Background: an optimization exercise with open tools, aiming at small area, a short achievable clock period and few clock cycles per item. Do not read the settings as production practice.
RTL that was checked went through simulation tests only; none was proved equivalent to the original.
Power is estimated from default activity; no workload was simulated.

==> inputs of try-delta <==
## frame_extractor
module frame_extractor (
    input  wire        clk,
    input  wire        rst,
    input  wire        start,
    input  wire [23:0] cfg_raw_len,
    input  wire [31:0] cfg_start_off,
    input  wire [15:0] cfg_payload_len,
    input  wire [31:0] cfg_expected_len,
    output wire        busy,
    input  wire        in_valid,
    output wire        in_ready,
    input  wire [31:0] in_data,
    output reg         out_valid,
    output reg  [31:0] out_data,
    output reg  [2:0]  out_count,
    output wire        done,
    output wire        res_ok,
    output wire [23:0] res_len
);
    reg        busy_q;
    reg        rdy_q;
    reg        done_q;
    reg        res_ok_q;
    reg [15:0] plen_q;
    reg        exp_hi_q;      
    reg        skip_inf_q;    
    reg [23:0] rem_q;         
    reg [31:0] wbuf;          
    reg        wv_q;          
    reg [2:0]  wn_q;          
    reg        cs_q;
    reg        copy_q;
    reg [23:0] r_q;
    reg        rle4_q;        
    reg        ha_q, hb_q, hc_q;
  ...
export LEC_CHECK = 0
export CAP_MARGIN = 20
export CORE_MARGIN = 2
export CORE_UTILIZATION = 40
export PLACE_DENSITY = 0.6
export SLEW_MARGIN = 20
create_clock -name core_clock -period 10.0 [get_ports {clk}]
standard.sh (not shown) runs the stock make flow with config.mk's settings and CLKGATE_MAP_FILE= SYNTH_SCRIPT=/design/flow/synth_recipe.tcl, a recipe that flattens the netlist after the stock synthesis.
==> flow/flow/run.sh <==
#!/bin/bash
# Standard ORFS flow (the standard.sh), with smaller port buffers, a
# leaner clock tree and timing repair aimed below the clock period. Each
# tool's full log stays under orfs/logs; make's own output goes to
# flow_make.log.
set -euo pipefail
bash standard.sh \
  "BUFFER_PORTS_ARGS=-buffer_cell sky130_fd_sc_hd__buf_1" \
  "CTS_ARGS=-sink_clustering_enable -repair_clock_nets -buf_list sky130_fd_sc_hd__clkbuf_8 -dont_use_dummy_load" \
  SETUP_SLACK_MARGIN=6.5 \
  finish > flow_make.log 2>&1
==> try-ember (differences from try-delta) <==
--- a/flow/design.v
+++ b/flow/design.v
@@ -16,41 +16,49 @@
     output wire        done,
     output wire        res_ok,
     output wire [23:0] res_len
 );
     reg        busy_q;
+    reg        busy_o;        
     reg        rdy_q;
     reg        done_q;
     reg        res_ok_q;
     reg [15:0] plen_q;
     reg        exp_hi_q;      
     reg        skip_inf_q;    
     reg [23:0] rem_q;         
+    reg        rge4_q;        
+    reg        rgt4_q;        
     reg [31:0] wbuf;          
     reg        wv_q;          
     reg [2:0]  wn_q;          
     reg        cs_q;
     reg        copy_q;
-    reg [23:0] r_q;
+    reg [23:0] r_q;           
+    reg [1:0]  o_q;
+    reg [2:0]  rc_q;          
+    reg [2:0]  ccs_q;         
     reg        rle4_q;        
     reg        ha_q, hb_q, hc_q;
     reg [8:0]  seq_q;         
+    reg        rle8_q;        
+    reg        plen_lt16;     
     reg [23:0] out_len;       
     reg [23:0] dexp_q;        
-    assign busy     = busy_q;
+    assign busy     = busy_o;
     assign in_ready = rdy_q;
     assign done     = done_q;
     assign res_len  = out_len;
     assign res_ok   = res_ok_q;
     wire accept   = in_valid && rdy_q;
-    wire rem_gt4  = (rem_q[23:3] != 21'd0) || (rem_q[2] && rem_q[1:0] != 2'd0);
-    wire rem_ge4  = (rem_q[23:2] != 22'd0);
     wire rem_gt8  = (rem_q[23:4] != 20'd0) || (rem_q[3] && rem_q[2:0] != 3'd0);
     wire rem_ge8  = (rem_q[23:3] != 21'd0);
-    wire more     = wv_q ? rem_gt8 : rem_gt4;     
-    wire big      = wv_q ? rem_ge8 : rem_ge4;     
-    wire rem_nz   = (rem_q != 24'd0);
+    wire more     = rgt4_q;                       
+    wire big      = rge4_q;                       
+    wire rem_nz   = rge4_q || (rem_q[1:0] != 2'd0);
+    wire cfg_ge4  = (cfg_raw_len[23:2] != 22'd0);
+    wire cfg_gt4  = (cfg_raw_len[23:3] != 21'd0) || (cfg_raw_len[2] && cfg_raw_len[1:0] != 2'd0);
     wire [7:0] b0 = wbuf[7:0];
     wire [7:0] b1 = wbuf[15:8];
     wire [7:0] b2 = wbuf[23:16];
     wire [7:0] b3 = wbuf[31:24];
     wire [7:0] sq = seq_q[7:0];
@@ -63,14 +71,15 @@
     wire e1q3 = (b3 == seq1[7:0]);
     wire e1n3 = (b3 == ~seq1[7:0]);
     wire wn2 = (wn_q >= 3'd2), wn3 = (wn_q >= 3'd3), wn4 = wn_q[2];
     wire cs_all = cs_q && !rle4_q;                
     wire srch   = !cs_all && !seq_q[8];
-    wire r0     = (r_q[2:0] == 3'd0);
-    wire rle1   = (r_q[2:1] == 2'd0);
-    wire rle2   = !r_q[2] && !(r_q[1] && r_q[0]);
-    wire rle3   = !r_q[2];
+    wire [2:0] rc = rc_q;
+    wire r0     = (rc == 3'd0);
+    wire rle1   = (rc[2:1] == 2'd0);
+    wire rle2   = !rc[2] && !(rc[1] && rc[0]);
+    wire rle3   = !rc[2];
     wire hit0 = srch && ha_q && hb_q && en0;
     wire hit1 = srch && hc_q && eq0 && en1 && wn2;
     wire hit2 = srch && e02_0 && eq1 && en2 && wn3 && (!cs_q || r0);
     wire hit3 = srch && e02_1 && eq2 && en3 && wn4 && (!cs_q || rle1);
     reg  plen0, plen_hz;                            
@@ -79,12 +88,11 @@
     wire f2 = hit2 && !hit0;
     wire f3 = hit3 && !hit0 && !hit1;
     wire found = hit0 || hit1 || hit2 || hit3;
     wire [2:0] pl = plen_q[2:0];
     wire t2 = f0 && plen0 && wn4 && !seq1[8] && e02_1 && e1q2 && e1n3;
-    wire [2:0] rmin = (r_q[2:0] < wn_q) ? r_q[2:0] : wn_q;
-    wire [2:0] cnt_cs = (cs_q && copy_q) ? (rle4_q ? rmin : wn_q) : 3'd0;
+    wire [2:0] cnt_cs = ccs_q;
     reg  [2:0] c0, c1, c2;
     wire [2:0] wn_in = big ? 3'd4 : {1'b0, rem_q[1:0]};
     wire [2:0] av0 = wn_in - 3'd1;
     wire [2:0] av1 = (wn_in >= 3'd2) ? wn_in - 3'd2 : 3'd0;
     wire [2:0] av2 = (wn_in >= 3'd3) ? wn_in - 3'd3 : 3'd0;
@@ -94,18 +102,11 @@
     wire [31:0] odata;
     assign odata[7:0]   = f0 ? b1 : f1 ? b2 : f2 ? b3 : b0;
     assign odata[15:8]  = f0 ? b2 : (f1 || f2) ? b3 : b1;
     assign odata[23:16] = (f0 || f1 || f2) ? b3 : b2;
     assign odata[31:24] = b3;
-    wire [13:0] phi_m1 = plen_q[15:2] - 14'd1;
-    wire [2:0]  lo0 = {1'b0, plen_q[1:0]} - 3'd3;
-    wire [2:0]  lo1 = {1'b0, plen_q[1:0]} - 3'd2;
-    wire [2:0]  lo2 = {1'b0, plen_q[1:0]} - 3'd1;
-    wire [15:0] rn0 = {lo0[2] ? phi_m1 : plen_q[15:2], lo0[1:0]};
-    wire [15:0] rn1 = {lo1[2] ? phi_m1 : plen_q[15:2], lo1[1:0]};
-    wire [15:0] rn2 = {lo2[2] ? phi_m1 : plen_q[15:2], lo2[1:0]};
-    wire [15:0] rnew = f0 ? rn0 : f1 ? rn1 : f2 ? rn2 : plen_q;
+    wire [1:0]  onew = f0 ? 2'd3 : f1 ? 2'd2 : f2 ? 2'd1 : 2'd0;
     wire pgt0 = !plen_hz || pl > 3'd3;
     wire pgt1 = !plen_hz || pl > 3'd2;
     wire pgt2 = !plen_hz || pl > 3'd1;
     wire pgt3 = !plen0;
     wire cont = (f0 && pgt0) || (f1 && pgt1) || (f2 && pgt2) || (f3 && pgt3);
@@ -113,12 +114,12 @@
     wire ple1 = plen_hz && pl != 3'd7;
     wire ple2 = plen_hz && !(pl[2] && pl[1]);
     wire ple3 = plen_hz && (!pl[2] || pl[1:0] == 2'd0);
     wire rle4_new = (f0 && ple0) || (f1 && ple1) || (f2 && ple2) || (f3 && ple3);
     wire [23:0] r_m4 = {r_q[23:2] - 22'd1, r_q[1:0]};
-    wire r_le8 = (r_q[23:4] == 20'd0) && (!r_q[3] || r_q[2:0] == 3'd0);
-    wire r_le4 = (r_q[23:3] == 21'd0) && (!r_q[2] || r_q[1:0] == 2'd0);
+    wire r_le8 = (r_q[23:4] == 20'd0) && (r_q[3:0] <= {2'b10, o_q});
+    wire r_le4 = (r_q[23:3] == 21'd0) && (r_q[2:0] <= {1'b1, o_q});
     wire p1 = (pl == 3'd1) && plen_hz;
     wire p2 = (pl == 3'd2) && plen_hz;
     wire qle2 = found ? (plen0 ? ((f0 && !t2) || f1) : (f0 && p1))
                       : (!cs_q || rle2);
     wire qle3 = found ? (plen0 ? ((f0 && !t2) || f1 || f2) : (f0 && (p1 || p2)) || (f1 && p1))
@@ -141,26 +142,48 @@
     wire okc = (dexp_q[2:0] == cnt_cs);
     wire ok0 = (dexp_q[2:0] == c0);
     wire ok1 = (dexp_q[2:0] == c1);
     wire ok2 = (dexp_q[2:0] == c2);
     wire ok_lo = sel_cs ? okc : ((f0 && ok0) || (f1 && ok1) || (f2 && ok2));
+    function [2:0] min3(input [2:0] a, input [2:0] b);
+        min3 = (a < b) ? a : b;
+    endfunction
+    wire       rle4_now = r_le4 && !skip_inf_q;
+    wire [2:0] rc_m4 = {~rc_q[2], rc_q[1:0]};
+    wire [2:0] x_hold = (cs_q && copy_q) ? (rle4_q ? min3(rc_q, wn_in) : wn_in) : 3'd0;
+    wire       rle4_all = rle8_q;
+    wire       r_le12 = (r_q[23:4] == 20'd0) && (r_q[3:0] <= {2'b11, o_q});
+    wire [3:0] p4 = plen_q[3:0];
+    wire       rle8_new = plen_lt16 && ((f0 && p4 <= 4'd11) || (f1 && p4 <= 4'd10) ||
+                                        (f2 && p4 <= 4'd9) || (f3 && p4 <= 4'd8));
+    wire [2:0] x_all  = copy_q ? (rle4_all ? min3(rc_m4, wn_in) : wn_in) : 3'd0;
+    wire [2:0] rcn0 = pl - 3'd3, rcn1 = pl - 3'd2, rcn2 = pl - 3'd1, rcn3 = pl;
+    wire [2:0] y0 = ple0 ? min3(rcn0, wn_in) : wn_in;
+    wire [2:0] y1 = ple1 ? min3(rcn1, wn_in) : wn_in;
+    wire [2:0] y2 = ple2 ? min3(rcn2, wn_in) : wn_in;
+    wire [2:0] y3 = ple3 ? min3(rcn3, wn_in) : wn_in;
+    wire [2:0] x_new = (f0 && pgt0) ? y0 : (f1 && pgt1) ? y1 : (f2 && pgt2) ? y2 :
+                       (f3 && pgt3) ? y3 : 3'd0;
+    wire [2:0] rc_new = f0 ? rcn0 : f1 ? rcn1 : f2 ? rcn2 : rcn3;
     always @(posedge clk) begin
         wbuf      <= in_data;
         wn_q      <= wn_in;
         c0        <= (plen_lt8 && pl < av0) ? pl : av0;
         c1        <= (plen_lt8 && pl < av1) ? pl : av1;
         c2        <= (plen_lt8 && pl < av2) ? pl : av2;
         out_data  <= odata;
         out_count <= cnt;
         if (rst) begin
             busy_q    <= 1'b0;
+            busy_o    <= 1'b0;
             rdy_q     <= 1'b0;
             done_q    <= 1'b0;
             wv_q      <= 1'b0;
             out_valid <= 1'b0;
         end else begin
             busy_q    <= busy_q ? rdy_q : start;
+            busy_o    <= busy_q ? rdy_q : start;
             done_q    <= busy_q && !rdy_q;
             wv_q      <= accept;
             out_valid <= wv_q && (cnt != 3'd0);
             if (!busy_q)
                 rdy_q <= start;
@@ -168,47 +191,66 @@
                 rdy_q <= more;
             else if (!rem_nz)
                 rdy_q <= 1'b0;
         end
         plen0   <= (plen_q == 16'd0);
+        plen_lt16 <= (plen_q[15:4] == 12'd0);
         plen_hz <= (plen_q[15:3] == 13'd0);
         if (!busy_q) begin
             plen_q     <= cfg_payload_len;
             dexp_q     <= cfg_expected_len[23:0];
             exp_hi_q   <= (cfg_expected_len[31:24] != 8'd0);
             rem_q      <= cfg_raw_len;
+            rge4_q     <= cfg_ge4;
+            rgt4_q     <= cfg_gt4;
+            rle8_q     <= 1'b0;
             cs_q       <= 1'b1;
             copy_q     <= 1'b0;
             r_q        <= cfg_start_off[23:0];
+            o_q        <= 2'd0;
+            rc_q       <= cfg_start_off[2:0];
+            ccs_q      <= 3'd0;
             skip_inf_q <= (cfg_start_off[31:24] != 8'd0);
             rle4_q     <= 1'b0;
             ha_q       <= 1'b0;
             hb_q       <= 1'b0;
             hc_q       <= 1'b0;
             seq_q      <= 9'd1;
             out_len    <= 24'd0;
         end else begin
-            if (wv_q)
-                rem_q <= rem_q - 24'd4;
+            if (accept) begin
+                rem_q  <= rem_q - 24'd4;
+                rge4_q <= rem_ge8;
+                rgt4_q <= rem_gt8;
+            end
             if (!wv_q) begin
-                rle4_q   <= r_le4 && !skip_inf_q;
+                rle4_q   <= rle4_now;
+                rle8_q   <= r_le8 && !skip_inf_q;
+                ccs_q    <= x_hold;
                 res_ok_q <= !exp_hi_q && dx_hz && (dexp_q[2:0] == 3'd0);
             end else begin
                 res_ok_q <= !exp_hi_q && dx_hz && ok_lo;
                 out_len  <= ol_n;
                 dexp_q   <= dx_n;
                 if (cs_all) begin
                     r_q    <= r_m4;
-                    rle4_q <= r_le8 && !skip_inf_q;
+                    rc_q   <= rc_m4;
+                    ccs_q  <= x_all;
+                    rle4_q <= rle4_all;
+                    rle8_q <= r_le12 && !skip_inf_q;
                     ha_q   <= 1'b0;
                     hb_q   <= 1'b0;
                     hc_q   <= 1'b0;
                 end else begin
                     cs_q   <= found && cont;
                     copy_q <= 1'b1;
-                    r_q    <= {8'd0, rnew};
+                    r_q    <= {8'd0, plen_q};
+                    o_q    <= onew;
+                    rc_q   <= rc_new;
+                    ccs_q  <= x_new;
                     rle4_q <= rle4_new;
+                    rle8_q <= rle8_new;
                     ha_q   <= qle2 && e02_2;
                     hb_q   <= found ? e1q3 : eq3;
                     hc_q   <= qle3 && e02_3;
                     if (found)
                         seq_q <= t2 ? {seq_q[8:1] + 8'd1, seq_q[0]} : seq1;
==> try-indigo (differences from try-delta) <==
--- a/flow/design.v
+++ b/flow/design.v
@@ -71,41 +71,36 @@
     wire rle3   = !r_q[2];
     wire hit0 = srch && ha_q && hb_q && en0;
     wire hit1 = srch && hc_q && eq0 && en1 && wn2;
     wire hit2 = srch && e02_0 && eq1 && en2 && wn3 && (!cs_q || r0);
     wire hit3 = srch && e02_1 && eq2 && en3 && wn4 && (!cs_q || rle1);
+    wire f0 = hit0;
+    wire f1 = hit1 && !hit0;
+    wire f2 = hit2 && !hit0 && !hit1;
+    wire f3 = hit3 && !hit0 && !hit1 && !hit2;
+    wire found = hit0 || hit1 || hit2 || hit3;
     reg  plen0, plen_hz;                            
-    wire f0 = hit0;
-    wire f1 = hit1;
-    wire f2 = hit2 && !hit0;
-    wire f3 = hit3 && !hit0 && !hit1;
-    wire found = hit0 || hit1 || hit2 || hit3;
     wire [2:0] pl = plen_q[2:0];
     wire t2 = f0 && plen0 && wn4 && !seq1[8] && e02_1 && e1q2 && e1n3;
     wire [2:0] rmin = (r_q[2:0] < wn_q) ? r_q[2:0] : wn_q;
     wire [2:0] cnt_cs = (cs_q && copy_q) ? (rle4_q ? rmin : wn_q) : 3'd0;
-    reg  [2:0] c0, c1, c2;
-    wire [2:0] wn_in = big ? 3'd4 : {1'b0, rem_q[1:0]};
-    wire [2:0] av0 = wn_in - 3'd1;
-    wire [2:0] av1 = (wn_in >= 3'd2) ? wn_in - 3'd2 : 3'd0;
-    wire [2:0] av2 = (wn_in >= 3'd3) ? wn_in - 3'd3 : 3'd0;
-    wire       plen_lt8 = (plen_q[15:3] == 13'd0);
-    wire sel_cs = !(f0 || f1 || f2);
-    wire [2:0] cnt = sel_cs ? cnt_cs : (({3{f0}} & c0) | ({3{f1}} & c1) | ({3{f2}} & c2));
+    wire [2:0] av0 = wn_q - 3'd1;                   
+    wire [2:0] av1 = wn2 ? wn_q - 3'd2 : 3'd0;      
+    wire [2:0] av2 = wn3 ? wn_q - 3'd3 : 3'd0;      
+    wire [2:0] c0 = (plen_hz && pl < av0) ? pl : av0;
+    wire [2:0] c1 = (plen_hz && pl < av1) ? pl : av1;
+    wire [2:0] c2 = (plen_hz && pl < av2) ? pl : av2;
+    wire [2:0] cnt = cnt_cs | ({3{f0}} & c0) | ({3{f1}} & c1) | ({3{f2}} & c2);
     wire [31:0] odata;
     assign odata[7:0]   = f0 ? b1 : f1 ? b2 : f2 ? b3 : b0;
     assign odata[15:8]  = f0 ? b2 : (f1 || f2) ? b3 : b1;
     assign odata[23:16] = (f0 || f1 || f2) ? b3 : b2;
     assign odata[31:24] = b3;
+    wire [1:0]  kk  = f0 ? 2'd0 : f1 ? 2'd1 : f2 ? 2'd2 : 2'd3;
+    wire [2:0]  lo3 = {1'b0, plen_q[1:0]} - {1'b0, ~kk};
     wire [13:0] phi_m1 = plen_q[15:2] - 14'd1;
-    wire [2:0]  lo0 = {1'b0, plen_q[1:0]} - 3'd3;
-    wire [2:0]  lo1 = {1'b0, plen_q[1:0]} - 3'd2;
-    wire [2:0]  lo2 = {1'b0, plen_q[1:0]} - 3'd1;
-    wire [15:0] rn0 = {lo0[2] ? phi_m1 : plen_q[15:2], lo0[1:0]};
-    wire [15:0] rn1 = {lo1[2] ? phi_m1 : plen_q[15:2], lo1[1:0]};
-    wire [15:0] rn2 = {lo2[2] ? phi_m1 : plen_q[15:2], lo2[1:0]};
-    wire [15:0] rnew = f0 ? rn0 : f1 ? rn1 : f2 ? rn2 : plen_q;
+    wire [15:0] rnew = {lo3[2] ? phi_m1 : plen_q[15:2], lo3[1:0]};
     wire pgt0 = !plen_hz || pl > 3'd3;
     wire pgt1 = !plen_hz || pl > 3'd2;
     wire pgt2 = !plen_hz || pl > 3'd1;
     wire pgt3 = !plen0;
     wire cont = (f0 && pgt0) || (f1 && pgt1) || (f2 && pgt2) || (f3 && pgt3);
@@ -121,36 +116,20 @@
     wire p2 = (pl == 3'd2) && plen_hz;
     wire qle2 = found ? (plen0 ? ((f0 && !t2) || f1) : (f0 && p1))
                       : (!cs_q || rle2);
     wire qle3 = found ? (plen0 ? ((f0 && !t2) || f1 || f2) : (f0 && (p1 || p2)) || (f1 && p1))
                       : (!cs_q || rle3);
-    wire [3:0]  olc = {1'b0, out_len[2:0]} + {1'b0, cnt_cs};
-    wire [3:0]  ol0 = {1'b0, out_len[2:0]} + {1'b0, c0};
-    wire [3:0]  ol1 = {1'b0, out_len[2:0]} + {1'b0, c1};
-    wire [3:0]  ol2 = {1'b0, out_len[2:0]} + {1'b0, c2};
-    wire [3:0]  ol_lo = sel_cs ? olc : (({4{f0}} & ol0) | ({4{f1}} & ol1) | ({4{f2}} & ol2));
+    wire [3:0]  ol_lo  = {1'b0, out_len[2:0]} + {1'b0, cnt};
     wire [20:0] ol_hi1 = out_len[23:3] + 21'd1;
     wire [23:0] ol_n   = {ol_lo[3] ? ol_hi1 : out_len[23:3], ol_lo[2:0]};
-    wire [3:0]  dxc = {1'b0, dexp_q[2:0]} - {1'b0, cnt_cs};
-    wire [3:0]  dx0 = {1'b0, dexp_q[2:0]} - {1'b0, c0};
-    wire [3:0]  dx1 = {1'b0, dexp_q[2:0]} - {1'b0, c1};
-    wire [3:0]  dx2 = {1'b0, dexp_q[2:0]} - {1'b0, c2};
-    wire [3:0]  dx_lo = sel_cs ? dxc : (({4{f0}} & dx0) | ({4{f1}} & dx1) | ({4{f2}} & dx2));
+    wire [3:0]  dx_lo  = {1'b0, dexp_q[2:0]} - {1'b0, cnt};
     wire [20:0] dx_hi1 = dexp_q[23:3] - 21'd1;
     wire [23:0] dx_n   = {dx_lo[3] ? dx_hi1 : dexp_q[23:3], dx_lo[2:0]};
     wire dx_hz = (dexp_q[23:3] == 21'd0);
-    wire okc = (dexp_q[2:0] == cnt_cs);
-    wire ok0 = (dexp_q[2:0] == c0);
-    wire ok1 = (dexp_q[2:0] == c1);
-    wire ok2 = (dexp_q[2:0] == c2);
-    wire ok_lo = sel_cs ? okc : ((f0 && ok0) || (f1 && ok1) || (f2 && ok2));
     always @(posedge clk) begin
         wbuf      <= in_data;
-        wn_q      <= wn_in;
-        c0        <= (plen_lt8 && pl < av0) ? pl : av0;
-        c1        <= (plen_lt8 && pl < av1) ? pl : av1;
-        c2        <= (plen_lt8 && pl < av2) ? pl : av2;
+        wn_q      <= big ? 3'd4 : {1'b0, rem_q[1:0]};
         out_data  <= odata;
         out_count <= cnt;
         if (rst) begin
             busy_q    <= 1'b0;
             rdy_q     <= 1'b0;
@@ -191,11 +170,11 @@
                 rem_q <= rem_q - 24'd4;
             if (!wv_q) begin
                 rle4_q   <= r_le4 && !skip_inf_q;
                 res_ok_q <= !exp_hi_q && dx_hz && (dexp_q[2:0] == 3'd0);
             end else begin
-                res_ok_q <= !exp_hi_q && dx_hz && ok_lo;
+                res_ok_q <= !exp_hi_q && dx_hz && (dexp_q[2:0] == cnt);
                 out_len  <= ol_n;
                 dexp_q   <= dx_n;
                 if (cs_all) begin
                     r_q    <= r_m4;
                     rle4_q <= r_le8 && !skip_inf_q;
==> flow/flow/run.sh (replaced) <==
#!/bin/bash
# Standard ORFS flow (the standard.sh), with smaller port buffers and a
# leaner clock tree. Each tool's full log stays under orfs/logs; make's own
# output goes to flow_make.log.
set -euo pipefail
bash standard.sh \
  "BUFFER_PORTS_ARGS=-buffer_cell sky130_fd_sc_hd__buf_1" \
  "CTS_ARGS=-sink_clustering_enable -repair_clock_nets -buf_list sky130_fd_sc_hd__clkbuf_8 -dont_use_dummy_load" \
  finish > flow_make.log 2>&1
==> try-xenon (differences from try-delta) <==
==> flow/flow/run.sh (replaced) <==
#!/bin/bash
# Standard ORFS flow (the standard.sh), with smaller port buffers and a
# leaner clock tree. Each tool's full log stays under orfs/logs; make's own
# output goes to flow_make.log.
set -euo pipefail
bash standard.sh \
  "BUFFER_PORTS_ARGS=-buffer_cell sky130_fd_sc_hd__buf_1" \
  "CTS_ARGS=-sink_clustering_enable -repair_clock_nets -buf_list sky130_fd_sc_hd__clkbuf_8 -dont_use_dummy_load" \
  finish > flow_make.log 2>&1
==> notes <==
- Between try-ember and try-xenon, the lower synthesized area is in try-ember (gap 0.94%, measured against try-xenon).
- Of try-xenon and try-indigo, try-xenon has the higher first-iteration DRC count (gap 59%, measured against try-indigo).
- In try-ember the sequential power is higher than in try-indigo, by about 8%.
- The highest clock power belongs to try-ember, the lowest to try-indigo.
- Cell count: try-indigo is lower than try-delta (about 15%).
- Sequential share of layout area: try-delta < try-xenon < try-ember < try-indigo.
- Of try-ember and try-delta, try-delta has the higher final area (gap about 2.3%, measured against try-delta).
- try-xenon completed without violations. try-ember ran to the end with no violations. try-delta went through all stages and came out clean. try-indigo went through all stages and came out clean.
- Non-clock buffer count, highest first: try-delta, try-ember, try-xenon, try-indigo.
- Global-route usage: try-indigo < try-ember < try-xenon < try-delta.
- Between try-delta and try-ember, the lower clock skew is in try-delta (gap 13 ps).
Testbench counts of try-ember, summed over its fixed seeds: cycles 21,210, bytes 81,204.
The RTL of try-delta, try-indigo and try-xenon was laid out without a check of its function.

## port drivers added, routing unchanged
Ports are ideal in the flow. The routed layouts listed here were re-timed in OpenROAD.
Step 1 sets driving cells, clkbuf_16 on the clock port and buf_2 on the other inputs (assumed; they add their load-dependent delay and slew).
Step 2 moves the port delays by t, midway between the first and last clock arrival at a register: inputs arrive t later, outputs are due t later. That takes back most of the time a late clock gives input paths.
a / b / c = ideal ports / drivers / drivers and shift; a / b = the first two.
run | t (ns) | slack for setup (ns) | clock arrival spread, ns | worst slew at a driven data input, ns
try-delta | 0.562 | 6.538 / 6.538 / 6.538 | 0.049 / 0.050 | 0.06
try-ember | 0.585 | 6.677 / 6.676 / 6.549 | 0.062 / 0.063 | 0.06
try-indigo | 0.551 | 5.034 / 5.034 / 5.034 | 0.069 / 0.069 | 0.06
try-xenon | 0.575 | 5.555 / 5.555 / 5.555 | 0.073 / 0.074 | 0.08
After both steps every run listed still meets setup and hold. For try-ember, which loses most, drivers alone change the setup slack by -0.001 ns; drivers and shift together by -0.128 ns.
